Background: an optimization exercise with open tools, aiming at a short achievable clock period and few clock cycles. Do not read the settings as production practice.
At most, simulation tests tie the RTL to the original design; equivalence was not proved.
No functional check of the RTL was part of run 1.
Power figures rest on the tool's default switching activity, not on a simulated workload.

==> flow/design.v, too long to show whole: its modules and the start of the top module <==
// module mips_divider: 113 lines
// module mips_core: 572 lines
// module mips_ks_add: 29 lines
// module mips_mul_s1: 1517 lines
// module mips_mul_s2: 136 lines
module mips_core (
    input  wire        clk,
    input  wire        rst,            
    input  wire [31:0] text_base,      
    output wire [31:0] imem_addr,
    input  wire [31:0] imem_rdata,
    output wire [31:0] dmem_addr,
    output wire        dmem_re,
    output wire        dmem_we,
    output wire [3:0]  dmem_wstrb,
    output wire [31:0] dmem_wdata,
    input  wire [31:0] dmem_rdata,
    output wire        retire_valid,
    output wire [31:0] retire_pc,
    output wire        retire_we,      
    output wire [4:0]  retire_rd,
    output wire [31:0] retire_wdata,
    output reg         halted,
    output reg  [3:0]  halt_cause,
    output reg  [31:0] halt_pc
);
  // ...
==> flow/flow/run.sh <==
#!/bin/bash
# The standard layout (the standard.sh, unchanged synthesis), with the
# timing repair steps asked to leave SETUP_MARGIN ns of setup slack so that
# they also work on paths far shorter than the clock period.
set -euo pipefail
cd "$(dirname "$0")/.."
SETUP_MARGIN=$(cat flow/setup_margin)
bash standard.sh SETUP_SLACK_MARGIN="$SETUP_MARGIN" finish > make_finish.log 2>&1
==> flow/flow/setup_margin <==
8.5
==> flow/standard.sh <==
#!/bin/bash
# synth_recipe.tcl (not shown) runs the flow's synth.tcl, then flattens the netlist and writes it again
# the make line also repeats each setting of config.mk as NAME=value (left out here)
make -C /OpenROAD-flow-scripts/flow DESIGN_CONFIG=/design/flow/config.mk WORK_HOME=/design/flow/orfs CLKGATE_MAP_FILE= SYNTH_SCRIPT=/design/flow/synth_recipe.tcl "${@:-finish}"
==> flow/config.mk <==
export PLATFORM = sky130hd
export DESIGN_NAME = mips_core
export DESIGN_NICKNAME = mips_core
export VERILOG_FILES = /design/flow/design.v
export SDC_FILE = /design/flow/constraint.sdc
export NUM_CORES = 4
export LEC_CHECK = 0
export CAP_MARGIN = 20
export CELL_PAD_IN_SITES_DETAIL_PLACEMENT = 1
export CELL_PAD_IN_SITES_GLOBAL_PLACEMENT = 2
export CORE_MARGIN = 2
export CORE_UTILIZATION = 40
export PLACE_DENSITY = 0.6
export SLEW_MARGIN = 20
==> flow/constraint.sdc <==
create_clock -name core_clock -period 12.5 [get_ports {clk}]
set_input_delay 2.5000 -clock core_clock [delete_from_list [all_inputs] [get_ports {clk}]]
set_output_delay 2.5000 -clock core_clock [all_outputs]
set_load 0.01 [all_outputs]
==> flow_summary_export.csv, run 1 <==
group,metric,value,unit
synthesis,synthDistinctLibCells,106,
route,vias,142200,
synthesis,synth-adder-area-share,10.48,%
floorplanning,die_area,368100,um2
cells_and_area,area_dominant_class,"multi-input combinational cells",
place,count_of_port_buffers_added_during_placement,307,
route,drt-wirelength-per-cell,40.53,um
cts,cts_num_sinks,2381,
cells_and_area,flip_flop_and_latch_count,2381,
setup_path,cp-startpoint,"m1_sng[0]$_DFF_P_",
setup_path,slowest_stage,"sky130_fd_sc_hd__dfxtp_4",
hold_path,worst_hold_path_type,"flip-flop to flip-flop",
cts,cts-root-buf,"sky130_fd_sc_hd__clkbuf_16",
hold_path,min_path_cells,0,
power_and_ir_drop,static-leakage-power,67.26,nW
sta,endpoints_failing_setup,0,
synthesis,syn-cell-area,145300,um2
route,routed.top_layer,"met5",
place,place_ws,6.459,ns
route,drtIter0Drc,19060,
run_status,run_status,"finished clean",
sta,timing_hold_violations_final,0,
cells_and_area,top_regs,"gpr (992), m2_rows (186)",
floorplanning,std_cell_rows,221,
power_and_ir_drop,net-switching-power,16.23,mW
global_route,pin_count_of_the_biggest_net_entering_global_routing,110,
route,wl_met1,329.4,mm
cts,post_cts_resize_count,1968,
cells_and_area,area_growth,22.19,%
cells_and_area,number_of_fill_cells_in_the_layout,39550,
==> module mips_core, before the edit <==
module mips_core (
    input  wire        clk,
    input  wire        rst,            
    input  wire [31:0] text_base,      
    output wire [31:0] imem_addr,
    input  wire [31:0] imem_rdata,
    output wire [31:0] dmem_addr,
    output wire        dmem_re,
    output wire        dmem_we,
    output wire [3:0]  dmem_wstrb,
    output wire [31:0] dmem_wdata,
    input  wire [31:0] dmem_rdata,
    output wire        retire_valid,
    output wire [31:0] retire_pc,
    output wire        retire_we,      
    output wire [4:0]  retire_rd,
    output wire [31:0] retire_wdata,
    output reg         halted,
    output reg  [3:0]  halt_cause,
    output reg  [31:0] halt_pc
);
  localparam [3:0] CAUSE_NONE         = 4'd0;
  localparam [3:0] CAUSE_ILLEGAL      = 4'd1;
  localparam [3:0] CAUSE_OVERFLOW     = 4'd2;
  localparam [3:0] CAUSE_DIV_ZERO     = 4'd3;
  localparam [3:0] CAUSE_DIV_OVERFLOW = 4'd4;
  localparam [3:0] CAUSE_MISALIGN_MEM = 4'd5;
  localparam [3:0] CAUSE_MISALIGN_JMP = 4'd6;
  localparam [3:0] CAUSE_SYSCALL      = 4'd7;
  localparam [3:0] CAUSE_BREAK        = 4'd8;
  localparam [3:0] CAUSE_TRAP         = 4'd9;
  localparam R_ADD  = 0;    
  localparam R_SLT  = 1;    
  localparam R_AND  = 2;
  localparam R_OR   = 3;
  localparam R_XOR  = 4;
  localparam R_NOR  = 5;
  localparam R_LUI  = 6;
  localparam R_SH   = 7;    
  localparam R_LINK = 8;    
  localparam NR     = 9;
  reg [31:0] pc_f;           
  reg [31:0] ras;            
  reg        stop;           
  reg        fd_valid;
  reg [31:0] fd_instr;
  reg [31:0] fd_pc;
  reg [31:0] fd_pc4;
  reg        fd_pt;          
  reg        fd_bfix;        
  reg [31:0] fd_ptgt;        
  reg        de_valid;
  reg [31:0] de_pc;
  reg [31:0] de_pc4;
  reg [31:0] de_a;           
  reg [31:0] de_b;           
  reg [31:0] de_st;          
  reg        fa_m;           
  reg        fb_m;           
  reg        fs_m;           
  reg [15:0] de_imm;
  reg [4:0]  de_shamt;
  reg [NR-1:0] de_rsel;
  reg        de_sub;         
  reg        de_sltu;        
  reg        de_ovf;         
  reg        de_shv;         
  reg        de_shr;         
  reg        de_sha;         
  reg [4:0]  de_rd;          
  reg        de_late;        
  reg        de_load;
  reg        de_store;
  reg [1:0]  de_size;        
  reg        de_lsign;       
  reg        de_br;          
  reg [1:0]  de_brk;         
  reg        de_jr;          
  reg        de_pt;
  reg [31:0] de_ptgt;
  reg [31:0] de_rtgt;        
  reg        de_bk;          
  reg        de_mul;
  reg        de_div;
  reg        de_mds;         
  reg        de_mthi, de_mtlo, de_mfhi, de_mflo;
  reg [3:0]  de_cause;       
  reg        de_bad;         
  reg        de_mem;         
  reg [31:0] de_bx;          
  reg        em_valid;       
  reg        em_fault;
  reg [3:0]  em_dcause;      
  reg        em_f_ovf, em_f_mis, em_f_jmis, em_f_dz, em_f_dovf;
  reg [31:0] em_pc;
  reg [31:0] em_result;
  reg [31:0] em_addr;
  reg [4:0]  em_rd;
  reg        em_load;
  reg [1:0]  em_size;
  reg        em_lsign;
  reg        em_mfhi, em_mflo;
  reg        em_re, em_we;
  reg [3:0]  em_wstrb;
  reg [31:0] em_wdata;
  reg [31:0] m_result;       
  wire [3:0] m_cause;        
  reg        mw_valid;
  reg        mw_we;          
  reg [31:1] mw_wen;         
  reg [31:0] mw_wdata;       
  reg        mw_fault;
  reg [3:0]  mw_cause;
  reg [31:0] mw_pc;
  reg [4:0]  mw_rd;
  reg [31:0] mw_result;
  reg [31:0] gpr [1:31];
  reg [31:0] hi;
  reg [31:0] lo;
  assign retire_valid = mw_valid;
  assign retire_pc    = mw_pc;
  assign retire_we    = mw_we;
  assign retire_rd    = mw_rd;
  assign retire_wdata = mw_wdata;
  integer i;
  always @(posedge clk) begin
    if (rst) begin
      for (i = 1; i < 32; i = i + 1)
        gpr[i] <= 32'd0;
    end else begin
      for (i = 1; i < 32; i = i + 1)
        if (mw_wen[i])
          gpr[i] <= mw_result;
    end
  end
  always @(posedge clk) begin
    if (rst) begin
      halted     <= 1'b0;
      halt_cause <= CAUSE_NONE;
      halt_pc    <= 32'd0;
    end else if (mw_fault) begin
      halted     <= 1'b1;
      halt_cause <= mw_cause;
      halt_pc    <= mw_pc;
    end
  end
  wire [5:0]  d_opc   = fd_instr[31:26];
  wire [5:0]  d_funct = fd_instr[5:0];
  wire [4:0]  d_rs    = fd_instr[25:21];
  wire [4:0]  d_rt    = fd_instr[20:16];
  wire [4:0]  d_rdf   = fd_instr[15:11];
  reg         d_urs, d_urt;    
  reg         d_immb;          
  reg         d_zext;          
  reg [NR-1:0] d_rsel;
  reg         d_sub, d_sltu, d_ovf, d_shv, d_shr, d_sha;
  reg [4:0]   d_rd;
  reg         d_late, d_load, d_store, d_lsign;
  reg [1:0]   d_size;
  reg         d_br, d_jr;
  reg [1:0]   d_brk;
  reg         d_mul, d_div, d_mds, d_mthi, d_mtlo, d_mfhi, d_mflo;
  reg [3:0]   d_cause;
  always @* begin
    d_urs = 1'b0; d_urt = 1'b0; d_immb = 1'b0; d_zext = 1'b0;
    d_rsel = {NR{1'b0}};
    d_sub = 1'b0; d_sltu = 1'b0; d_ovf = 1'b0;
    d_shv = 1'b0; d_shr = 1'b0; d_sha = 1'b0;
    d_rd = 5'd0;
    d_late = 1'b0; d_load = 1'b0; d_store = 1'b0; d_lsign = 1'b0; d_size = 2'd2;
    d_br = 1'b0; d_brk = d_opc[1:0]; d_jr = 1'b0;
    d_mul = 1'b0; d_div = 1'b0; d_mds = 1'b0;
    d_mthi = 1'b0; d_mtlo = 1'b0; d_mfhi = 1'b0; d_mflo = 1'b0;
    d_cause = CAUSE_NONE;
    case (d_opc)
      6'h00: begin
        case (d_funct)
          6'h00, 6'h02, 6'h03: begin
            d_urt = 1'b1; d_rd = d_rdf; d_rsel[R_SH] = 1'b1;
            d_shr = d_funct[1]; d_sha = d_funct[0];
          end
          6'h04, 6'h06, 6'h07: begin
            d_urs = 1'b1; d_urt = 1'b1; d_rd = d_rdf; d_rsel[R_SH] = 1'b1;
            d_shv = 1'b1; d_shr = d_funct[1]; d_sha = d_funct[0];
          end
          6'h08: begin d_urs = 1'b1; d_jr = 1'b1; end
          6'h09: begin d_urs = 1'b1; d_jr = 1'b1; d_rd = d_rdf; d_rsel[R_LINK] = 1'b1; end
          6'h0C: d_cause = CAUSE_SYSCALL;
          6'h0D: d_cause = CAUSE_BREAK;
          6'h10: begin d_rd = d_rdf; d_late = 1'b1; d_mfhi = 1'b1; end
          6'h11: begin d_urs = 1'b1; d_mthi = 1'b1; end
          6'h12: begin d_rd = d_rdf; d_late = 1'b1; d_mflo = 1'b1; end
          6'h13: begin d_urs = 1'b1; d_mtlo = 1'b1; end
          6'h18, 6'h19: begin d_urs = 1'b1; d_urt = 1'b1; d_mul = 1'b1; d_mds = ~d_funct[0]; end
          6'h1A, 6'h1B: begin d_urs = 1'b1; d_urt = 1'b1; d_div = 1'b1; d_mds = ~d_funct[0]; end
          6'h20, 6'h21, 6'h22, 6'h23: begin
            d_urs = 1'b1; d_urt = 1'b1; d_rd = d_rdf; d_rsel[R_ADD] = 1'b1;
            d_sub = d_funct[1]; d_ovf = ~d_funct[0];
          end
          6'h24: begin d_urs = 1'b1; d_urt = 1'b1; d_rd = d_rdf; d_rsel[R_AND] = 1'b1; end
          6'h25: begin d_urs = 1'b1; d_urt = 1'b1; d_rd = d_rdf; d_rsel[R_OR]  = 1'b1; end
          6'h26: begin d_urs = 1'b1; d_urt = 1'b1; d_rd = d_rdf; d_rsel[R_XOR] = 1'b1; end
          6'h27: begin d_urs = 1'b1; d_urt = 1'b1; d_rd = d_rdf; d_rsel[R_NOR] = 1'b1; end
          6'h2A, 6'h2B: begin
            d_urs = 1'b1; d_urt = 1'b1; d_rd = d_rdf; d_rsel[R_SLT] = 1'b1;
            d_sub = 1'b1; d_sltu = d_funct[0];
          end
          default: d_cause = CAUSE_ILLEGAL;
        endcase
      end
      6'h02: ;
      6'h03: begin d_rd = 5'd31; d_rsel[R_LINK] = 1'b1; end
      6'h04, 6'h05: begin d_urs = 1'b1; d_urt = 1'b1; d_br = 1'b1; end
      6'h06, 6'h07: begin d_urs = 1'b1; d_br = 1'b1; end
      6'h08, 6'h09: begin
        d_urs = 1'b1; d_immb = 1'b1; d_rd = d_rt; d_rsel[R_ADD] = 1'b1; d_ovf = ~d_opc[0];
      end
      6'h0A, 6'h0B: begin
        d_urs = 1'b1; d_immb = 1'b1; d_rd = d_rt; d_rsel[R_SLT] = 1'b1;
        d_sub = 1'b1; d_sltu = d_opc[0];
      end
      6'h0C: begin d_urs = 1'b1; d_immb = 1'b1; d_zext = 1'b1; d_rd = d_rt; d_rsel[R_AND] = 1'b1; end
      6'h0D: begin d_urs = 1'b1; d_immb = 1'b1; d_zext = 1'b1; d_rd = d_rt; d_rsel[R_OR]  = 1'b1; end
      6'h0E: begin d_urs = 1'b1; d_immb = 1'b1; d_zext = 1'b1; d_rd = d_rt; d_rsel[R_XOR] = 1'b1; end
      6'h0F: begin d_rd = d_rt; d_rsel[R_LUI] = 1'b1; end
      6'h1A: d_cause = CAUSE_TRAP;
      6'h20, 6'h21, 6'h23, 6'h24, 6'h25: begin
        d_urs = 1'b1; d_rd = d_rt; d_late = 1'b1; d_load = 1'b1;
        d_size = d_opc[1:0] == 2'b11 ? 2'd2 : {1'b0, d_opc[0]};
        d_lsign = ~d_opc[2];
      end
      6'h28, 6'h29, 6'h2B: begin
        d_urs = 1'b1; d_urt = 1'b1; d_store = 1'b1;
        d_size = d_opc[1:0] == 2'b11 ? 2'd2 : {1'b0, d_opc[0]};
      end
      default: d_cause = CAUSE_ILLEGAL;
    endcase
  end
  wire d_rs_use = d_urs && (d_rs != 5'd0);
  wire d_rt_use = d_urt && (d_rt != 5'd0);
  wire e_lhaz = de_valid && de_late &&
                ((d_rs_use && (de_rd == d_rs)) || (d_rt_use && (de_rd == d_rt)));
  wire div_busy;
  wire div_soon;             
  wire div_free_next;        
  wire d_hilo = d_mthi || d_mtlo || d_mfhi || d_mflo || d_mul;
  wire e_div_pend = de_valid && de_div;
  wire d_mdhaz = ((d_hilo || d_div) && e_div_pend) ||
                 (d_hilo && div_busy && !div_soon) ||
                 (d_div && div_busy && !div_free_next);
  wire redir;                
  wire d_stall = fd_valid && (e_lhaz || d_mdhaz);
  wire d_issue = fd_valid && !d_stall && !redir;
  wire d_fix   = fd_valid && !d_stall && fd_bfix;    
  wire m_wr = em_valid && (em_rd != 5'd0);
  wire e_wr = de_valid && (de_rd != 5'd0);
  wire n_fa_m = d_urs && e_wr && (de_rd == d_rs);
  wire n_fs_m = d_urt && e_wr && (de_rd == d_rt);
  wire m_rs = m_wr && (em_rd == d_rs);
  wire m_rt = m_wr && (em_rd == d_rt);
  wire [31:0] rf_rs = (d_rs == 5'd0) ? 32'd0 : m_rs ? m_result :
                      mw_wen[d_rs] ? mw_result : gpr[d_rs];
  wire [31:0] rf_rt = (d_rt == 5'd0) ? 32'd0 : m_rt ? m_result :
                      mw_wen[d_rt] ? mw_result : gpr[d_rt];
  wire [31:0] d_imm = d_zext ? {16'd0, fd_instr[15:0]} : {{16{fd_instr[15]}}, fd_instr[15:0]};
  wire [31:0] d_btgt = fd_pc4 + {{14{fd_instr[15]}}, fd_instr[15:0], 2'b00};
  wire        e_valid = de_valid && !stop;
  wire [31:0] ea = fa_m ? em_result : de_a;
  wire [31:0] eb = fb_m ? em_result : de_b;
  wire [31:0] es = fs_m ? em_result : de_st;
  wire [31:0] e_simm = {{16{de_imm[15]}}, de_imm};
  wire [31:0] e_bx  = fb_m ? (em_result ^ {32{de_sub}}) : de_bx;
  wire [31:0] e_sum_lo;
  wire        e_sum_c;
  mips_ks_add #(.W(32)) u_alu_add (.a(ea), .b(e_bx), .cin(de_sub), .sum(e_sum_lo), .cout(e_sum_c));
  wire [32:0] e_sum = {e_sum_c, e_sum_lo};
  wire        e_ovf = (ea[31] == e_bx[31]) && (e_sum[31] != ea[31]);
  wire        e_lt  = de_sltu ? ~e_sum[32] :
                      ((ea[31] != eb[31]) ? ea[31] : e_sum[31]);
  wire [4:0]  e_sha = de_shv ? ea[4:0] : de_shamt;
  reg  [31:0] e_shin;
  reg  [31:0] e_shrev;
  always @* begin
    for (i = 0; i < 32; i = i + 1)
      e_shin[i] = de_shr ? eb[i] : eb[31 - i];
  end
  wire        e_shfill = de_sha & eb[31];
  wire [31:0] e_shout = $signed({e_shfill, e_shin}) >>> e_sha;
  always @* begin
    for (i = 0; i < 32; i = i + 1)
      e_shrev[i] = de_shr ? e_shout[i] : e_shout[31 - i];
  end
  wire [31:0] e_result =
      ({32{de_rsel[R_ADD]}}  & e_sum[31:0]) |
      ({32{de_rsel[R_SLT]}}  & {31'd0, e_lt}) |
      ({32{de_rsel[R_AND]}}  & (ea & eb)) |
      ({32{de_rsel[R_OR]}}   & (ea | eb)) |
      ({32{de_rsel[R_XOR]}}  & (ea ^ eb)) |
      ({32{de_rsel[R_NOR]}}  & ~(ea | eb)) |
      ({32{de_rsel[R_LUI]}}  & {de_imm, 16'd0}) |
      ({32{de_rsel[R_SH]}}   & e_shrev) |
      ({32{de_rsel[R_LINK]}} & de_pc4);
  wire [31:0] e_addr;
  mips_ks_add #(.W(32)) u_addr_add (.a(ea), .b(e_simm), .cin(1'b0), .sum(e_addr), .cout());
  wire        e_mis  = (de_size == 2'd1 && e_addr[0]) ||
                       (de_size == 2'd2 && e_addr[1:0] != 2'b00);
  wire        e_eq_aa = (de_a == de_st);
  wire        e_eq_ma = (em_result == de_st);
  wire        e_eq_am = (de_a == em_result);
  wire        e_eq    = fa_m ? (fs_m ? 1'b1 : e_eq_ma) : (fs_m ? e_eq_am : e_eq_aa);
  wire        e_azero = fa_m ? (em_result == 32'd0) : (de_a == 32'd0);
  wire        e_le    = ea[31] || e_azero;                 
  wire        e_tgt_ok = fa_m ? (em_result == de_ptgt) : (de_a == de_ptgt);
  wire e_dzero = (es == 32'd0);
  wire e_dovf  = de_mds && (ea == 32'h80000000) && (es == 32'hFFFFFFFF);
  wire e_f_ovf  = de_ovf && e_ovf;
  wire e_f_mis  = de_mem && e_mis;
  wire e_f_jmis = de_jr && (ea[1:0] != 2'b00);
  wire e_f_div  = de_div && (e_dzero || e_dovf);
  wire e_any    = de_bad || e_f_ovf || e_f_mis || e_f_jmis || e_f_div;
  wire e_fault = e_valid && e_any;
  wire e_ok    = e_valid && !e_any;
  wire e_br_mis = de_br && ((de_brk[1] ? e_le : e_eq) ^ de_bk);
  wire e_jr_mis = de_jr && (ea[1:0] == 2'b00) && (!de_pt || !e_tgt_ok);
  assign redir  = e_valid && (e_br_mis || e_jr_mis);
  wire [31:0] redir_pc = de_jr ? ea : de_rtgt;
  reg [3:0]  e_wstrb;
  reg [31:0] e_wdata;
  always @* begin
    case (de_size)
      2'd0: begin e_wstrb = 4'b0001 << e_addr[1:0]; e_wdata = {4{es[7:0]}}; end
      2'd1: begin e_wstrb = e_addr[1] ? 4'b1100 : 4'b0011; e_wdata = {2{es[15:0]}}; end
      default: begin e_wstrb = 4'b1111; e_wdata = es; end
    endcase
  end
  wire [34:0] e_bb = {{2{de_mds & es[31]}}, es, 1'b0};
  reg  [16:0] e_sng, e_dbl, e_neg;
  always @* begin
    for (i = 0; i < 17; i = i + 1) begin
      e_sng[i] = e_bb[2*i+1] ^ e_bb[2*i];
      e_dbl[i] = (e_bb[2*i+2] & ~e_bb[2*i+1] & ~e_bb[2*i]) |
                 (~e_bb[2*i+2] & e_bb[2*i+1] & e_bb[2*i]);
      e_neg[i] = e_bb[2*i+2];
    end
  end
  reg         m1_mul, m1_mthi, m1_mtlo;
  reg [32:0]  m1_a;
  reg [16:0]  m1_sng, m1_dbl, m1_neg;
  reg [31:0]  m1_val;
  wire [191:0] m1_rows;
  reg         m2_mul;
  reg [191:0] m2_rows;
  wire [63:0] m2_prod;
  mips_mul_s1 u_mul1 (.a(m1_a), .sng(m1_sng), .dbl(m1_dbl), .neg(m1_neg), .rows(m1_rows));
  mips_mul_s2 u_mul2 (.rows(m2_rows), .p(m2_prod));
  wire        div_done;
  wire [31:0] div_q;
  wire [31:0] div_r;
  mips_divider u_div (
      .clk       (clk),
      .rst       (rst),
      .start     (e_valid && de_div),    
      .is_signed (de_mds),
      .dividend  (ea),
      .divisor   (es),
      .busy      (div_busy),
      .soon      (div_soon),
      .free_next (div_free_next),
      .done      (div_done),
      .quotient  (div_q),
      .remainder (div_r)
  );
  always @(posedge clk) begin
    if (rst) begin
      m1_mul  <= 1'b0;
      m1_mthi <= 1'b0;
      m1_mtlo <= 1'b0;
      m2_mul  <= 1'b0;
      hi      <= 32'd0;
      lo      <= 32'd0;
    end else begin
      m1_mul  <= e_valid && de_mul;       
      m1_mthi <= e_valid && de_mthi;
      m1_mtlo <= e_valid && de_mtlo;
      m2_mul  <= m1_mul;
      if (m1_mthi)
        hi <= m1_val;
      else if (m2_mul)
        hi <= m2_prod[63:32];
      else if (div_done)
        hi <= div_r;
      if (m1_mtlo)
        lo <= m1_val;
      else if (m2_mul)
        lo <= m2_prod[31:0];
      else if (div_done)
        lo <= div_q;
    end
  end
  always @(posedge clk) begin
    m1_a    <= {de_mds & ea[31], ea};
    m1_sng  <= e_sng;
    m1_dbl  <= e_dbl;
    m1_neg  <= e_neg;
    m1_val  <= ea;
    m2_rows <= m1_rows;
  end
  assign dmem_addr  = em_addr;
  assign dmem_re    = em_re;
  assign dmem_we    = em_we;
  assign dmem_wstrb = em_wstrb;
  assign dmem_wdata = em_wdata;
  wire [7:0]  m_byte = em_addr[1] ? (em_addr[0] ? dmem_rdata[31:24] : dmem_rdata[23:16])
                                  : (em_addr[0] ? dmem_rdata[15:8]  : dmem_rdata[7:0]);
  wire [15:0] m_half = em_addr[1] ? dmem_rdata[31:16] : dmem_rdata[15:0];
  assign m_cause = em_dcause |
                   (em_f_ovf  ? CAUSE_OVERFLOW     : CAUSE_NONE) |
                   (em_f_mis  ? CAUSE_MISALIGN_MEM : CAUSE_NONE) |
                   (em_f_jmis ? CAUSE_MISALIGN_JMP : CAUSE_NONE) |
                   (em_f_dz   ? CAUSE_DIV_ZERO     : CAUSE_NONE) |
                   (em_f_dovf && !em_f_dz ? CAUSE_DIV_OVERFLOW : CAUSE_NONE);
  always @* begin
    if (em_load) begin
      case (em_size)
        2'd0:    m_result = {{24{em_lsign & m_byte[7]}}, m_byte};
        2'd1:    m_result = {{16{em_lsign & m_half[15]}}, m_half};
        default: m_result = dmem_rdata;
      endcase
    end else if (em_mfhi) begin
      m_result = m2_mul ? m2_prod[63:32] : hi;
    end else if (em_mflo) begin
      m_result = m2_mul ? m2_prod[31:0] : lo;
    end else begin
      m_result = em_result;
    end
  end
  assign imem_addr = pc_f;
  wire [31:0] f_ir   = imem_rdata;
  wire [31:0] f_pc4  = pc_f + 32'd4;
  wire        f_j    = (f_ir[31:27] == 5'b00001);                   
  wire        f_jal  = (f_ir[31:26] == 6'h03) ||
                       ((f_ir[31:26] == 6'h00) && (f_ir[5:0] == 6'h09));
  wire        f_jr31 = (f_ir[31:26] == 6'h00) && (f_ir[5:0] == 6'h08) && (f_ir[25:21] == 5'd31);
  wire        f_br   = (f_ir[31:28] == 4'b0001);
  wire        f_brt  = f_br && ((f_ir[27:26] == 2'b01) || f_ir[15]);    
  wire [15:0] f_tlo;
  wire        f_tc;
  mips_ks_add #(.W(16)) u_br_add (.a(f_pc4[17:2]), .b(f_ir[15:0]), .cin(1'b0),
                                  .sum(f_tlo), .cout(f_tc));
  wire [31:0] f_btgt  = {f_pc4[31:18], f_tlo, 2'b00};
  wire        f_bfix  = f_brt && (f_tc != f_ir[15]);
  wire [31:0] f_jtgt  = {f_pc4[31:28], f_ir[25:0], 2'b00};
  wire        f_pt    = f_j || f_jr31 || f_brt;
  wire [31:0] f_next  = f_brt ? f_btgt : f_j ? f_jtgt : f_jr31 ? ras : f_pc4;
  wire        f_acc   = !d_stall;      
  always @(posedge clk) begin
    if (rst) begin
      pc_f     <= text_base;
      ras      <= 32'd0;
      stop     <= 1'b0;
      fd_valid <= 1'b0;
      de_valid <= 1'b0;
      em_valid <= 1'b0;
      em_fault <= 1'b0;
      em_re    <= 1'b0;
      em_we    <= 1'b0;
      mw_valid <= 1'b0;
      mw_we    <= 1'b0;
      mw_wen   <= 31'd0;
      mw_fault <= 1'b0;
    end else begin
      if (e_fault)
        stop <= 1'b1;
      if (redir)
        pc_f <= redir_pc;
      else if (d_fix)
        pc_f <= d_btgt;
      else if (f_acc)
        pc_f <= f_next;
      if (f_acc && f_jal)
        ras <= f_pc4;
      if (redir || d_fix)
        fd_valid <= 1'b0;
      else if (f_acc)
        fd_valid <= 1'b1;
      de_valid <= d_issue;
      em_valid <= e_ok;
      em_fault <= e_fault;
      em_re    <= e_valid && de_load && !e_mis;
      em_we    <= e_valid && de_store && !e_mis;
      mw_valid <= em_valid;
      mw_we    <= m_wr;
      for (i = 1; i < 32; i = i + 1)
        mw_wen[i] <= m_wr && (em_rd == i);
      mw_fault <= em_fault;
    end
  end
  always @(posedge clk) begin
    if (f_acc) begin
      fd_instr <= f_ir;
      fd_pc    <= pc_f;
      fd_pc4   <= f_pc4;
      fd_pt    <= f_pt;
      fd_bfix  <= f_bfix;
      fd_ptgt  <= ras;
    end
    de_pc    <= fd_pc;
    de_pc4   <= fd_pc4;
    de_a     <= rf_rs;
    de_b     <= d_immb ? d_imm : rf_rt;
    de_st    <= rf_rt;
    fa_m     <= n_fa_m;
    fb_m     <= n_fs_m && !d_immb;
    fs_m     <= n_fs_m;
    de_imm   <= fd_instr[15:0];
    de_shamt <= fd_instr[10:6];
    de_rsel  <= d_rsel;
    de_sub   <= d_sub;
    de_sltu  <= d_sltu;
    de_ovf   <= d_ovf;
    de_shv   <= d_shv;
    de_shr   <= d_shr;
    de_sha   <= d_sha;
    de_rd    <= d_rd;
    de_late  <= d_late;
    de_load  <= d_load;
    de_store <= d_store;
    de_size  <= d_size;
    de_lsign <= d_lsign;
    de_br    <= d_br;
    de_brk   <= d_brk;
    de_jr    <= d_jr;
    de_pt    <= fd_pt;
    de_ptgt  <= fd_ptgt;
    de_rtgt  <= fd_pt ? fd_pc4 : d_btgt;
    de_bk    <= d_brk[0] ^ fd_pt;
    de_mul   <= d_mul;
    de_div   <= d_div;
    de_mds   <= d_mds;
    de_mthi  <= d_mthi;
    de_mtlo  <= d_mtlo;
    de_mfhi  <= d_mfhi;
    de_mflo  <= d_mflo;
    de_cause <= d_cause;
    de_bad   <= (d_cause != CAUSE_NONE);
    de_mem   <= d_load || d_store;
    de_bx    <= (d_immb ? d_imm : rf_rt) ^ {32{d_sub}};
    em_dcause <= de_cause;
    em_f_ovf  <= e_f_ovf;
    em_f_mis  <= e_f_mis;
    em_f_jmis <= e_f_jmis;
    em_f_dz   <= de_div && e_dzero;
    em_f_dovf <= de_div && e_dovf;
    em_pc    <= de_pc;
    em_result <= e_result;
    em_addr  <= e_addr;
    em_rd    <= de_rd;
    em_load  <= de_load;
    em_size  <= de_size;
    em_lsign <= de_lsign;
    em_mfhi  <= de_mfhi;
    em_mflo  <= de_mflo;
    em_wstrb <= e_wstrb;
    em_wdata <= e_wdata;
    mw_cause  <= m_cause;
    mw_pc     <= em_pc;
    mw_rd     <= em_rd;
    if (em_valid)
      mw_result <= m_result;
    mw_wdata  <= m_result;
  end
endmodule
==> module mips_ks_add, before the edit <==
module mips_ks_add #(parameter W = 32) (
    input  wire [W-1:0] a,
    input  wire [W-1:0] b,
    input  wire         cin,
    output wire [W-1:0] sum,
    output wire         cout
);
  localparam L = $clog2(W + 1);
  wire [W:0] g [0:L];
  wire [W:0] p [0:L];
  assign g[0] = {a & b, cin};
  assign p[0] = {a ^ b, 1'b0};
  genvar l, k;
  generate
    for (l = 0; l < L; l = l + 1) begin : lvl
      for (k = 0; k <= W; k = k + 1) begin : bitk
        if (k >= (1 << l)) begin : comb
          assign g[l+1][k] = g[l][k] | (p[l][k] & g[l][k - (1 << l)]);
          assign p[l+1][k] = p[l][k] & p[l][k - (1 << l)];
        end else begin : pass
          assign g[l+1][k] = g[l][k];
          assign p[l+1][k] = p[l][k];
        end
      end
    end
  endgenerate
  assign sum  = (a ^ b) ^ g[L][W-1:0];
  assign cout = g[L][W];
endmodule
==> run 2, diff against run 1 <==
--- a/flow/design.v
+++ b/flow/design.v
@@ -386,5 +386,5 @@
   wire [31:0] e_sum_lo;
   wire        e_sum_c;
-  mips_ks_add #(.W(32)) u_alu_add (.a(ea), .b(e_bx), .cin(de_sub), .sum(e_sum_lo), .cout(e_sum_c));
+  mips_ks_add #(.W(32), .L(6)) u_alu_add (.a(ea), .b(e_bx), .cin(de_sub), .sum(e_sum_lo), .cout(e_sum_c));
   wire [32:0] e_sum = {e_sum_c, e_sum_lo};
   wire        e_ovf = (ea[31] == e_bx[31]) && (e_sum[31] != ea[31]);
@@ -415,5 +415,5 @@
       ({32{de_rsel[R_LINK]}} & de_pc4);
   wire [31:0] e_addr;
-  mips_ks_add #(.W(32)) u_addr_add (.a(ea), .b(e_simm), .cin(1'b0), .sum(e_addr), .cout());
+  mips_ks_add #(.W(32), .L(6)) u_addr_add (.a(ea), .b(e_simm), .cin(1'b0), .sum(e_addr), .cout());
   wire        e_mis  = (de_size == 2'd1 && e_addr[0]) ||
                        (de_size == 2'd2 && e_addr[1:0] != 2'b00);
@@ -559,5 +559,5 @@
   wire [15:0] f_tlo;
   wire        f_tc;
-  mips_ks_add #(.W(16)) u_br_add (.a(f_pc4[17:2]), .b(f_ir[15:0]), .cin(1'b0),
+  mips_ks_add #(.W(16), .L(5)) u_br_add (.a(f_pc4[17:2]), .b(f_ir[15:0]), .cin(1'b0),
                                   .sum(f_tlo), .cout(f_tc));
   wire [31:0] f_btgt  = {f_pc4[31:18], f_tlo, 2'b00};
@@ -684,5 +684,5 @@
   end
 endmodule
-module mips_ks_add #(parameter W = 32) (
+module mips_ks_add #(parameter W = 32, parameter L = 6) (   
     input  wire [W-1:0] a,
     input  wire [W-1:0] b,
@@ -691,5 +691,4 @@
     output wire         cout
 );
-  localparam L = $clog2(W + 1);
   wire [W:0] g [0:L];
   wire [W:0] p [0:L];
==> flow_summary_export.csv, run 2 <==
group,metric,value,unit
route,vias,142200,
setup_path,cp.arrival,1.77,ns
route,ant_nets,0,
floorplanning,chipHeight,606.7,um
sta,fin_skew,0.06852,ns
synthesis,ys_top_cells_by_count,"1975 x sky130_fd_sc_hd__dfxtp_1, 1863 x sky130_fd_sc_hd__nor2_1, 1367 x sky130_fd_sc_hd__mux2i_1",
sta,fmaxAchievable,0.2345,GHz
cells_and_area,regMostFlops,"gpr",
hold_path,min_path_cells,0,
cells_and_area,top_regs,"gpr (992), m2_rows (186)",
floorplanning,ios,308,
cells_and_area,layout_commonest_cell,"sky130_fd_sc_hd__dfxtp_1",
setup_path,critical_path_required,10.00,ns
synthesis,synth-async-reset-ratio,0,%
global_route,wire_length_of_the_first_global_routing_pass,1155,mm
setup_path,worstSetupStartpointType,"flip-flop",
run,timing.max_cap.violations,0,
cells_and_area,number_of_fill_cells_in_the_layout,39550,
floorplanning,std_cell_rows,221,
route,post_drt_via_cell_ratio,6.709,
power_and_ir_drop,vdd.ir_drop.worst,0.2616,mV
cts,cts.reportedPaths.clkPinSlew,0.06,ns
cts,cts_num_sinks,2381,
sta,timing_worst_slew_pin_value,1.355,ns
synthesis,synthesized_area_per_cell,9.284,um2
synthesis,synth.top_cells.by_area,"sky130_fd_sc_hd__dfxtp_1 27%, sky130_fd_sc_hd__mux2i_1 9.4%, sky130_fd_sc_hd__edfxtp_1 8.4%, sky130_fd_sc_hd__fa_1 6.5%, sky130_fd_sc_hd__a22oi_1 5.6%",
power_and_ir_drop,static-leakage-power,67.26,nW
setup_path,regToRegSetupSlack,8.31,ns
route,drt-wirelength-per-cell,40.53,um
synthesis,yosys_most_used_dff,"sky130_fd_sc_hd__dfxtp_1",
cells_and_area,layout.area.seq,52160,um2
route,drtIter0Drc,19060,
place,placement.cell_area,154600,um2
global_route,top_usage_layer,"met2",
synthesis,ys_warn_count,37,
synthesis,synthDistinctLibCells,106,
hold_path,hp-start,"de_pc[20]$_DFF_P_",
global_route,met2_usage,64.26,%
cts,cts.hold.buffers_added,0,
route,final_wl,859.0,mm
sta,final_setup_tns,0,ns
hold_path,destination_of_the_worst_hold_path,"em_pc[20]$_DFF_P_",
synthesis,syn-cell-area,145300,um2
global_route,use_met1,56.55,%
synthesis,synth_enable_flop_cells,406,
cts,cts.htree.levels,5,
floorplanning,chipWidth,606.7,um
cells_and_area,mostFrequentLayoutCells,"1792 x sky130_fd_sc_hd__dfxtp_1, 1781 x sky130_fd_sc_hd__nor2_1, 1331 x sky130_fd_sc_hd__mux2i_1, 1071 x sky130_fd_sc_hd__a22oi_1, 821 x sky130_fd_sc_hd__buf_4",
synthesis,post_synth_inst_count,15650,
cts,worstSkewPairLatency,0.98,ns
cts,clockBufferDepth,4,
sta,rsz_0062_raised_after_global_routing,"true",
synthesis,synth-seq-cells,2381,
global_route,globalRouteMet3Util,13.45,%
global_route,grt_antenna_before_repair,84,
cells_and_area,area_growth,22.19,%
synthesis,synth.most_common_cell,"sky130_fd_sc_hd__dfxtp_1",
sta,final.min_clock_period,4.265,ns
setup_path,r2r-start,"m2_rows[20]$_DFF_P_",
setup_path,endpoint_kind,"primary output",
place,place.detailed.hpwl,567.2,mm
sta,timing_hold_violations_final,0,
synthesis,ys_seq_area_share,35.60,%
synthesis,synth.largest_area_cell,"sky130_fd_sc_hd__dfxtp_1",
setup_path,timing_worst_setup_path_type,"flip-flop to primary output",
sta,slew_viol_final,0,
setup_path,critical_path_peak_fanout,2,
cells_and_area,area_occupied_by_multi_input_gates,92150,um2
global_route,pin_count_of_the_biggest_net_entering_global_routing,110,
sta,slew-limit-headroom,7.050,%
setup_path,ff2ff_path_depth,13,
sta,post-route-period-util,34.12,%
floorplanning,start_util,40.14,%
run_status,run_status,"finished clean",
place,count_of_port_buffers_added_during_placement,307,
floorplanning,die_area,368100,um2
route,drt_pre_antenna_iters,7,
cells_and_area,finalNetCount,17080,
power_and_ir_drop,power_per_cell_area,209.0,nW/um2
global_route,via_count_of_the_first_global_routing_pass,140400,
global_route,global_route.usage.total,44.71,%
global_route,grt-ovfl-total,0,
floorplanning,design.core.area,362000,um2
setup_path,reg2reg_to,"de_bx[11]$_DFF_P_",
cts,cts_buffers,294,
sta,endpoints_failing_setup,0,
cells_and_area,final_area,177500,um2
hold_path,worst_hold_path_type,"flip-flop to flip-flop",
route,drc_errors,0,
cts,cts-root-buf,"sky130_fd_sc_hd__clkbuf_16",
synthesis,synth_top_area_share,27.21,%
place,gp_routability_congestion,0.9953,
synthesis,synthesis.nets,16680,
cts,cts_tree,"yes",
cells_and_area,post_route_cells_drive_above_1_share,19.83,%
cells_and_area,largest_register_ff_count,992,
[run 2: per-stage QoR]
step	util (%)	hold WS (ns)	power (mW)	worst slack, ns	cells
finish	49.05	0.3183	37.11	8.235	21200
global route	49.02	0.3310	38.41	8.228	21160
CTS	47.59	0.3215	35.00	8.220	20840
detailed placement	42.70	0.3135	23.40	6.459	19900
global placement	42.68	0.3102	23.24	6.166	19900
floorplan	-	0.3096	17.46	7.843	15650
[run 2: layer usage]
metal / vias up / share of wire [%]
met2: 9801 / 41
met1: 72430 / 38
met4: 42 / 8.9
li1: 57090 / -
met5: - / 0.036
met3: 2839 / 12
[run 2: timing repair]
action,CTS,global route
pin swaps,210,291
cloned,20,16
setup endpoints to repair,1438,592
hold endpoints to repair,0,0
gates resized for setup,1968,671
setup buffers,382,218
[run 2: logic make-up after synthesis]
| group | Yosys count | synth area share [%] |
|---|---|---|
| adders and majority gates | 935 | 10.48 |
| DFF | 2381 | 35.60 |
| AOI/OAI and AO/OA | 3763 | 18.27 |
| buffers and inverters | 2068 | 5.451 |
| xor gates and xnor gates | 1147 | 6.920 |
| muxes | 1562 | 11.58 |
| and+or+nand+nor | 3794 | 11.70 |
[run 2: worst max-delay path by stage]
| stage | from | end | slack, ns |
|---|---|---|---|
| after floorplan | imem_rdata[0] | fd_bfix$_DFFE_PP_ | 7.84 |
| after global placement | dmem_rdata[23] | de_bx[17]$_DFF_P_ | 6.17 |
| after detailed placement | dmem_rdata[31] | de_bx[12]$_DFF_P_ | 6.46 |
| after CTS | m1_sng[0]$_DFF_P_ | dmem_wdata[0] | 8.22 |
| after global routing | m1_sng[0]$_DFF_P_ | dmem_wdata[0] | 8.23 |
| final | m1_sng[0]$_DFF_P_ | dmem_wdata[0] | 8.23 |
[run 2: area by class of cell]
class                      instances  share of cell area (%)
antenna                          117                  0.1649
clock buffer                     406                   4.800
clock inverter                   131                  0.9148
inverter                         698                   1.528
multi-input combinational      11200                   51.91
sequential                      2381                   29.38
tap                             4794                   3.379
timing repair buffer            1465                   7.920
[run 2: critical path, stage by stage (launching register included)]
cell,delay (ns)
sky130_fd_sc_hd__dfxtp_4,0.35
sky130_fd_sc_hd__buf_12,0.13
sky130_fd_sc_hd__buf_16,0.15
sky130_fd_sc_hd__buf_8,0.16
[run 2: power breakdown]
group	total [mW]	switching [mW]	leakage [nW]	internal (mW)
combinational	18.6	11.6	41.8	6.97
clock	9.18	3.87	4.98	5.31
sequential	9.31	0.716	20.4	8.59
Testbench counts of run 2, summed over its fixed seeds: cycles 32,389.
==> run 3, diff against run 2 <==
==> flow/flow/setup_margin (replaced) <==
9.0
==> flow_summary_export.csv, run 3 <==
group,metric,value,unit
power_and_ir_drop,internal_power,22.77,mW
sta,slew_viol_final,0,
synthesis,synth_top_area_share,27.21,%
cells_and_area,largest_register_ff_count,992,
global_route,grt_antenna_before_repair,62,
route,drtIter0Drc,20120,
route,vias,148400,
place,cell_count_after_placement,19880,
power_and_ir_drop,net-switching-power,17.47,mW
sta,final.min_clock_period,4.336,ns
synthesis,syn-cell-area,145300,um2
synthesis,synth_enable_flop_cells,406,
synthesis,synthesized_area_per_cell,9.284,um2
floorplanning,chipHeight,606.7,um
cts,cts_num_sinks,2381,
cells_and_area,layout.area.seq,52420,um2
cts,cts.reportedPaths.clkPinSlew,0.07,ns
synthesis,yosys_most_used_dff,"sky130_fd_sc_hd__dfxtp_1",
synthesis,synth.most_common_cell,"sky130_fd_sc_hd__dfxtp_1",
sta,fmaxAchievable,0.2306,GHz
sta,slew-limit-headroom,13.32,%
cells_and_area,regMostFlops,"gpr",
synthesis,ys_top_cells_by_count,"1975 x sky130_fd_sc_hd__dfxtp_1, 1863 x sky130_fd_sc_hd__nor2_1, 1367 x sky130_fd_sc_hd__mux2i_1",
cells_and_area,post_route_cells_drive_above_1_share,28.27,%
setup_path,cp.arrival,5.10,ns
setup_path,critical_path_required,13.27,ns
global_route,via_count_of_the_first_global_routing_pass,146800,
synthesis,synth.top_cells.by_area,"sky130_fd_sc_hd__dfxtp_1 27%, sky130_fd_sc_hd__mux2i_1 9.4%, sky130_fd_sc_hd__edfxtp_1 8.4%, sky130_fd_sc_hd__fa_1 6.5%, sky130_fd_sc_hd__a22oi_1 5.6%",
power_and_ir_drop,power_frac_seq,23.1,%
run_status,run_status,"finished clean",
global_route,global_route.usage.total,47.46,%
floorplanning,start_util,40.14,%
power_and_ir_drop,power_frac_clock,22.5,%
cts,worstSkewPairLatency,0.97,ns
power_and_ir_drop,vdd.ir_drop.worst,0.3042,mV
cells_and_area,area_occupied_by_multi_input_gates,97050,um2
synthesis,synth-async-reset-ratio,0,%
route,post_drt_via_cell_ratio,6.813,
floorplanning,ios,308,
route,ant_nets,0,
synthesis,synthDistinctLibCells,106,
sta,post-route-period-util,34.68,%
synthesis,synthesis.nets,16680,
synthesis,synth.largest_area_cell,"sky130_fd_sc_hd__dfxtp_1",
route,drt-wirelength-per-cell,41.90,um
setup_path,cp-startpoint,"fd_instr[17]$_DFFE_PP_",
power_and_ir_drop,static-leakage-power,72.97,nW
cts,cts-root-buf,"sky130_fd_sc_hd__clkbuf_16",
cells_and_area,finalNetCount,17750,
sta,timing_hold_violations_final,0,
power_and_ir_drop,totalPowerFinal,40.24,mW
cells_and_area,mostFrequentLayoutCells,"1740 x sky130_fd_sc_hd__nor2_1, 1669 x sky130_fd_sc_hd__dfxtp_1, 1299 x sky130_fd_sc_hd__mux2i_1, 1029 x sky130_fd_sc_hd__buf_4, 944 x sky130_fd_sc_hd__a22oi_1",
sta,rsz_0062_raised_after_global_routing,"true",
synthesis,post_synth_inst_count,15650,
cts,cts_buffers,293,
sta,endpoints_failing_setup,0,
setup_path,worstSetupStartpointType,"flip-flop",
place,place.detailed.hpwl,560.9,mm
run,timing.max_cap.violations,0,
global_route,grt-ovfl-total,0,
floorplanning,std_cell_rows,221,
global_route,pin_count_of_the_biggest_net_entering_global_routing,182,
global_route,wire_length_of_the_first_global_routing_pass,1221,mm
setup_path,cp-endpoint,"de_bx[15]$_DFF_P_",
synthesis,ys_seq_area_share,35.60,%
cells_and_area,layout_commonest_cell,"sky130_fd_sc_hd__nor2_1",
sta,timing_worst_slew_pin_value,1.297,ns
floorplanning,chipWidth,606.7,um
cts,cts.htree.levels,5,
floorplanning,die_area,368100,um2
cells_and_area,fin_cells,21780,
power_and_ir_drop,power_per_cell_area,208.8,nW/um2
cts,cts_tree,"yes",
cells_and_area,area_growth,32.66,%
route,final_wl,912.5,mm
setup_path,ff2ff_path_depth,15,
route,drc_errors,0,
setup_path,r2r-start,"fd_instr[17]$_DFFE_PP_",
setup_path,reg2reg_to,"de_bx[15]$_DFF_P_",
route,drt_pre_antenna_iters,8,
power_and_ir_drop,switching_share,43.42,%
setup_path,endpoint_kind,"flip-flop",
setup_path,critical_path_peak_fanout,4,
synthesis,synth-seq-cells,2381,
setup_path,regToRegSetupSlack,8.16,ns
place,gp_routability_congestion,0.9794,
place,count_of_port_buffers_added_during_placement,307,
setup_path,timing_worst_setup_path_type,"flip-flop to flip-flop",
power_and_ir_drop,power.share.combinational,54.4,%
cells_and_area,number_of_fill_cells_in_the_layout,38440,
hold_path,worst_hold_path_type,"flip-flop to flip-flop",
cts,clockBufferDepth,4,
floorplanning,design.core.area,362000,um2
cells_and_area,top_regs,"gpr (992), m2_rows (186)",
sta,fin_skew,0.07924,ns
synthesis,ys_warn_count,37,
sta,final_setup_tns,0,ns
==> run 3: cell count changes in the layout (fill, tap and decap cells not counted), moves of 78 or more <==
cell,delta
sky130_fd_sc_hd__buf_6,+342
sky130_fd_sc_hd__buf_4,+208
sky130_fd_sc_hd__fa_1,-131
sky130_fd_sc_hd__fa_2,+131
sky130_fd_sc_hd__a22oi_1,-127
sky130_fd_sc_hd__a22oi_2,+127
sky130_fd_sc_hd__dfxtp_1,-123
sky130_fd_sc_hd__buf_2,-121
sky130_fd_sc_hd__buf_12,+104
sky130_fd_sc_hd__dfxtp_2,+83
sky130_fd_sc_hd__diode_2,-78
==> run 3: worst max-delay path, stage by stage, from the launching register on <==
cell and delay [ns]:
sky130_fd_sc_hd__edfxtp_1 0.51, sky130_fd_sc_hd__buf_6 0.19, sky130_fd_sc_hd__ha_4 0.16, sky130_fd_sc_hd__buf_12 0.14, sky130_fd_sc_hd__and3_4 0.21, sky130_fd_sc_hd__buf_16 0.14
sky130_fd_sc_hd__a222oi_1 0.72, sky130_fd_sc_hd__o31a_1 0.44, sky130_fd_sc_hd__nand4_1 0.20, sky130_fd_sc_hd__a2111oi_2 0.29, sky130_fd_sc_hd__buf_4 0.30, sky130_fd_sc_hd__nand2_2 0.07
sky130_fd_sc_hd__o211ai_1 0.20, sky130_fd_sc_hd__nor2_1 0.11, sky130_fd_sc_hd__a221o_1 0.34, sky130_fd_sc_hd__xnor2_1 0.14
==> run 3: routing by layer <==
layer / up-vias / GRT usage (%) / wire length, um
li1: 58450 / - / -
met1: 75040 / 57.00 / 329600
met2: 11050 / 69.40 / 377500
met3: 3820 / 14.79 / 109600
met4: 32 / 39.20 / 95420
met5: - / 0.4965 / 259
==> run 3: stage by stage <==
stage | cell area, um2 | setup slack (ns) | hold slack [ns] | utilization (%)
2_1_floorplan | 147100 | 7.843 | 0.3096 | -
3_3_place_gp | 154700 | 6.772 | 0.3127 | 42.75
3_5_place_dp | 154800 | 6.765 | 0.3135 | 42.77
4_1_cts | 185200 | 8.268 | 0.3225 | 51.16
5_1_grt | 192700 | 8.216 | 0.3232 | 53.23
6_report | 192700 | 8.164 | 0.3214 | 53.25
==> run 3: repair_timing <==
action / in CTS / in global routing
hold buffers: 0 / 0
setup buffers: 859 / 348
cloned: 98 / 21
resized for setup: 3646 / 925
pin swaps: 657 / 589
endpoints found under the hold margin: 0 / 0
setup endpoints to repair: 1801 / 1316
==> run 3: kinds of logic after synthesis <==
kind of cell               Yosys count  synth area share [%]
buffers and inverters             2068                 5.451
xor gates and xnor gates          1147                 6.920
AOI/OAI and AO/OA                 3763                 18.27
muxes                             1562                 11.58
DFF                               2381                 35.60
adders and majority gates          935                 10.48
and+or+nand+nor                   3794                 11.70
==> run 3: how the worst min path moves through the flow <==
stage                                    from                   end  depth (start not counted)
after global routing        em_pc[12]$_DFF_P_     mw_pc[12]$_DFF_P_                          0
after CTS                   em_pc[12]$_DFF_P_     mw_pc[12]$_DFF_P_                          0
final                       de_pc[30]$_DFF_P_     em_pc[30]$_DFF_P_                          0
after global placement        de_mfhi$_DFF_P_       em_mfhi$_DFF_P_                          0
after floorplan           de_cause[0]$_DFF_P_  em_dcause[0]$_DFF_P_                          0
after detailed placement    em_pc[16]$_DFF_P_     mw_pc[16]$_DFF_P_                          0
==> run 3: power by group through the flow <==
stage / clock [mW] / combinational [mW] / sequential (mW)
after floorplan: 0 / 8.46 / 9.09
after global placement: 0 / 13.5 / 9.51
after detailed placement: 0 / 13.7 / 9.52
after CTS: 9.07 / 19.2 / 9.28
after global routing: 9.38 / 22.6 / 9.33
final: 9.04 / 21.9 / 9.31
==> run 3: final cells by class <==
type,instances,share of cell area (%)
Multi-Input combinational cell,11210,50.35
Sequential cell,2381,27.20
Timing Repair Buffer,2128,12.73
Clock buffer,418,4.432
Tap cell,4794,3.112
Inverter,698,1.414
Clock inverter,111,0.7115
Antenna cell,39,0.05063
==> run 4, diff against run 3 <==
--- a/flow/design.v
+++ b/flow/design.v
@@ -512,10 +512,14 @@
   end
   always @(posedge clk) begin
-    m1_a    <= {de_mds & ea[31], ea};
-    m1_sng  <= e_sng;
-    m1_dbl  <= e_dbl;
-    m1_neg  <= e_neg;
-    m1_val  <= ea;
-    m2_rows <= m1_rows;
+    if (de_mul) begin
+      m1_a    <= {de_mds & ea[31], ea};
+      m1_sng  <= e_sng;
+      m1_dbl  <= e_dbl;
+      m1_neg  <= e_neg;
+    end
+    if (de_mthi || de_mtlo)
+      m1_val  <= ea;
+    if (m1_mul)
+      m2_rows <= m1_rows;
   end
   assign dmem_addr  = em_addr;
==> flow/flow/setup_margin (replaced) <==
8.5
==> flow_summary_export.csv, run 4 <==
group,metric,value,unit
cells_and_area,regMostFlops,"gpr",
cts,cts_num_sinks,2418,
global_route,pin_count_of_the_biggest_net_entering_global_routing,188,
cts,cts_tree,"yes",
sta,post-route-period-util,35.61,%
synthesis,synth-simple-area-share,11.49,%
route,ant_nets,0,
cells_and_area,final_area,182700,um2
synthesis,synth-async-reset-ratio,0,%
sta,endpoints_failing_setup,0,
place,count_of_port_buffers_added_during_placement,307,
synthesis,synth.top_cells.by_area,"sky130_fd_sc_hd__dfxtp_1 23%, sky130_fd_sc_hd__edfxtp_1 14%, sky130_fd_sc_hd__mux2i_1 9.3%, sky130_fd_sc_hd__fa_1 6.3%, sky130_fd_sc_hd__a22oi_1 5.6%",
synthesis,yosys_most_used_dff,"sky130_fd_sc_hd__dfxtp_1",
setup_path,critical-path-top-delay-family,"buffers and inverters",
setup_path,worstSetupStartpointType,"flip-flop",
floorplanning,ios,308,
cts,cts.htree.levels,5,
global_route,top_usage_layer,"met2",
cts,cts_buffers,297,
synthesis,synth_top_area_share,22.90,%
synthesis,synth_enable_flop_cells,707,
synthesis,synth-seq-cells,2418,
synthesis,ys_seq_area_share,37.09,%
synthesis,synth.largest_area_cell,"sky130_fd_sc_hd__dfxtp_1",
synthesis,syn-cell-area,149600,um2
global_route,globalRouteMet3Util,10.62,%
sta,slew_viol_final,0,
route,drc_errors,0,
cts,clockBufferDepth,4,
synthesis,synthesized_area_per_cell,9.431,um2
run,timing.max_cap.violations,0,
synthesis,synthesis.nets,16890,
place,place.detailed.hpwl,568.3,mm
floorplanning,chipWidth,615.5,um
synthesis,synthDistinctLibCells,114,
route,drt_pre_antenna_iters,8,
cells_and_area,fin_cells,21560,
cells_and_area,finalNetCount,17350,
cells_and_area,number_of_fill_cells_in_the_layout,40600,
power_and_ir_drop,static-leakage-power,69.20,nW
global_route,via_count_of_the_first_global_routing_pass,143200,
synthesis,synthMuxAreaShare,10.93,%
setup_path,critical_path.cell_chain,"fa_1 > ha_4 > nand2_4 > buf_4 > buf_4 > buf_4 > buf_4 > buf_4 > buf_4 > buf_4 > buf_4 > buf_4 > buf_4 > buf_4 > buf_4 > nor2_1 > a21oi_1 > o311a_4 > a211oi_2 > a21oi_2 > buf_6 > a21oi_4 > xnor2_1",
route,vias,144600,
floorplanning,start_util,40.19,%
cells_and_area,final_core_utilization,49.08,%
synthesis,synth-adder-area-share,10.18,%
cts,worstSkewPairLatency,0.97,ns
floorplanning,die_area,378800,um2
sta,final_setup_tns,0,ns
sta,timing.hold.ws,0.3228,ns
floorplanning,std_cell_rows,224,
cells_and_area,mostFrequentLayoutCells,"1784 x sky130_fd_sc_hd__nor2_1, 1590 x sky130_fd_sc_hd__dfxtp_1, 1339 x sky130_fd_sc_hd__mux2i_1, 1038 x sky130_fd_sc_hd__a22oi_1, 864 x sky130_fd_sc_hd__buf_4",
route,drt-wirelength-per-cell,40.40,um
cells_and_area,area_growth,22.12,%
global_route,met2_usage,64.74,%
sta,slew-limit-headroom,17.18,%
sta,final.min_clock_period,4.451,ns
power_and_ir_drop,vdd.ir_drop.worst,0.1216,mV
global_route,global_route.usage.total,43.63,%
synthesis,ys_top_cells_by_count,"1852 x sky130_fd_sc_hd__nor2_1, 1711 x sky130_fd_sc_hd__dfxtp_1, 1383 x sky130_fd_sc_hd__mux2i_1",
setup_path,timing.critical_path.mode_cell,"sky130_fd_sc_hd__buf_4",
setup_path,critical_path_peak_fanout,2,
setup_path,timing_worst_setup_path_type,"flip-flop to flip-flop",
floorplanning,design.core.area,372200,um2
global_route,grt-ovfl-total,0,
synthesis,ys_warn_count,37,
route,drtIter0Drc,20000,
cells_and_area,post_route_cells_drive_above_1_share,19.52,%
synthesis,synth_top_family_by_area,"compound AO/OA/AOI/OAI gates",
power_and_ir_drop,power_per_cell_area,129.6,nW/um2
setup_path,slowest_stage,"sky130_fd_sc_hd__fa_1",
hold_path,worst_hold_path_type,"flip-flop to flip-flop",
global_route,wire_length_of_the_first_global_routing_pass,1170,mm
cells_and_area,largest_register_ff_count,992,
run_status,run_status,"finished clean",
route,post_drt_via_cell_ratio,6.708,
synthesis,post_synth_xor_area_fraction,6.813,%
setup_path,max_stage_delay,0.55,ns
setup_path,endpoint_kind,"flip-flop",
sta,fin_skew,0.06099,ns
sta,rsz_0062_raised_after_global_routing,"true",
synthesis,synth.most_common_cell,"sky130_fd_sc_hd__nor2_1",
setup_path,worstPathBufferInverterCount,13,
sta,timing_hold_violations_final,0,
sta,timing_worst_slew_pin_value,1.235,ns
cts,cts.reportedPaths.clkPinSlew,0.07,ns
power_and_ir_drop,totalPowerFinal,23.68,mW
place,placement.cell_area,159000,um2
synthesis,post_synth_inst_count,15860,
global_route,grt_antenna_before_repair,55,
place,cell_count_after_placement,20310,
sta,setup_ws,8.049,ns
sta,fmaxAchievable,0.2247,GHz
cells_and_area,top_regs,"gpr (992), m2_rows (186)",
synthesis,synth_compound_area_share,18.18,%
place,place_ws,6.021,ns
global_route,use_met1,54.89,%
cts,cts-root-buf,"sky130_fd_sc_hd__clkbuf_16",
cells_and_area,layout_commonest_cell,"sky130_fd_sc_hd__nor2_1",
setup_path,cp.arrival,5.25,ns
floorplanning,chipHeight,615.5,um
setup_path,critical_path_required,13.30,ns
route,final_wl,871.1,mm
place,gp_routability_congestion,1.013,
==> run 4: where the power goes <==
| part | internal (mW) | leakage (nW) | switching [mW] | total [mW] |
|---|---|---|---|---|
| registers | 8.55 | 20.9 | 0.506 | 9.05 |
| logic | 1.97 | 43.4 | 3.59 | 5.56 |
| clock network | 5.22 | 4.85 | 3.85 | 9.07 |
| total | 15.7 | 69.2 | 7.94 | 23.7 |
==> run 4: path summary, 6_finish.rpt <==
kind	from	to	slack, ns	depth (start not counted)
max reg2reg	m2_rows[150]$_DFFE_PP_	de_bx[23]$_DFF_P_	8.05	23
min	em_pc[25]$_DFF_P_	mw_pc[25]$_DFF_P_	0.32	0
min reg2reg	em_pc[25]$_DFF_P_	mw_pc[25]$_DFF_P_	0.32	0
max	m2_rows[150]$_DFFE_PP_	de_bx[23]$_DFF_P_	8.05	23
==> run 4: cells by family (layout without fill, tap and decap cells) <==
family | Yosys count | in the layout
AOI/OAI and AO/OA | 3875 | 3875
xor gates and xnor gates | 1161 | 1161
adders and majority gates | 935 | 935
buffers and inverters | 2085 | 2771
DFF | 2418 | 2418
muxes | 1542 | 1542
other | 0 | 41
and+or+nand+nor | 3843 | 3846
==> run 4: what timing repair did <==
| action | 4_1_cts | 5_1_grt |
|---|---|---|
| gates resized for setup | 2128 | 601 |
| buffers inserted | 352 | 273 |
| pin swaps | 243 | 293 |
| setup endpoints to repair | 1139 | 736 |
| cloned | 25 | 32 |
| hold buffers | 0 | 0 |
==> run 4: final cells by class <==
| cell class | count | area [um2] | share of cell area (%) |
|---|---|---|---|
| Antenna cell | 41 | 102.6 | 0.05617 |
| Clock buffer | 419 | 8646 | 4.733 |
| Clock inverter | 112 | 1264 | 0.6918 |
| Inverter | 715 | 2800 | 1.533 |
| Multi-Input combinational cell | 11360 | 92780 | 50.79 |
| Sequential cell | 2418 | 55810 | 30.56 |
| Tap cell | 4972 | 6221 | 3.406 |
| Timing Repair Buffer | 1525 | 15040 | 8.234 |
==> run 4: routing by layer <==
metal | up-vias | share of wire (%)
met2 | 9689 | 42
met4 | 20 | 9.2
met1 | 73910 | 38
met3 | 2935 | 10
met5 | - | 0.028
li1 | 58070 | -
Testbench counts of run 4, summed over its fixed seeds: cycles 32,389.

-- re-timing with driven ports --
No port has a modelled driver above. Below, the same layouts with a new extraction and two added sets of constraints. Step 1 sets driving cells, clkbuf_16 on the clock port and buf_2 on the other inputs (assumed; they add their load-dependent delay and slew). Step 2 moves the port delays by t, midway between the first and last clock arrival at a register: inputs arrive t later, outputs are due t later. That takes back most of the time a late clock gives input paths. Slacks: ideal ports / drivers / drivers and shift; pairs: ideal ports / drivers.
| run | t, ns | slack for setup (ns) | worst hold slack (ns) |
|---|---|---|---|
| run 1 | 1.065 | 8.235 / 8.124 / 7.200 | 0.318 / 0.318 / 0.318 |
| run 2 | 1.065 | 8.235 / 8.124 / 7.200 | 0.318 / 0.318 / 0.318 |
| run 3 | 1.060 | 8.164 / 8.164 / 7.338 | 0.321 / 0.321 / 0.321 |
| run 4 | 1.059 | 8.049 / 8.049 / 7.200 | 0.323 / 0.323 / 0.323 |
After both steps every run listed still meets setup and hold.
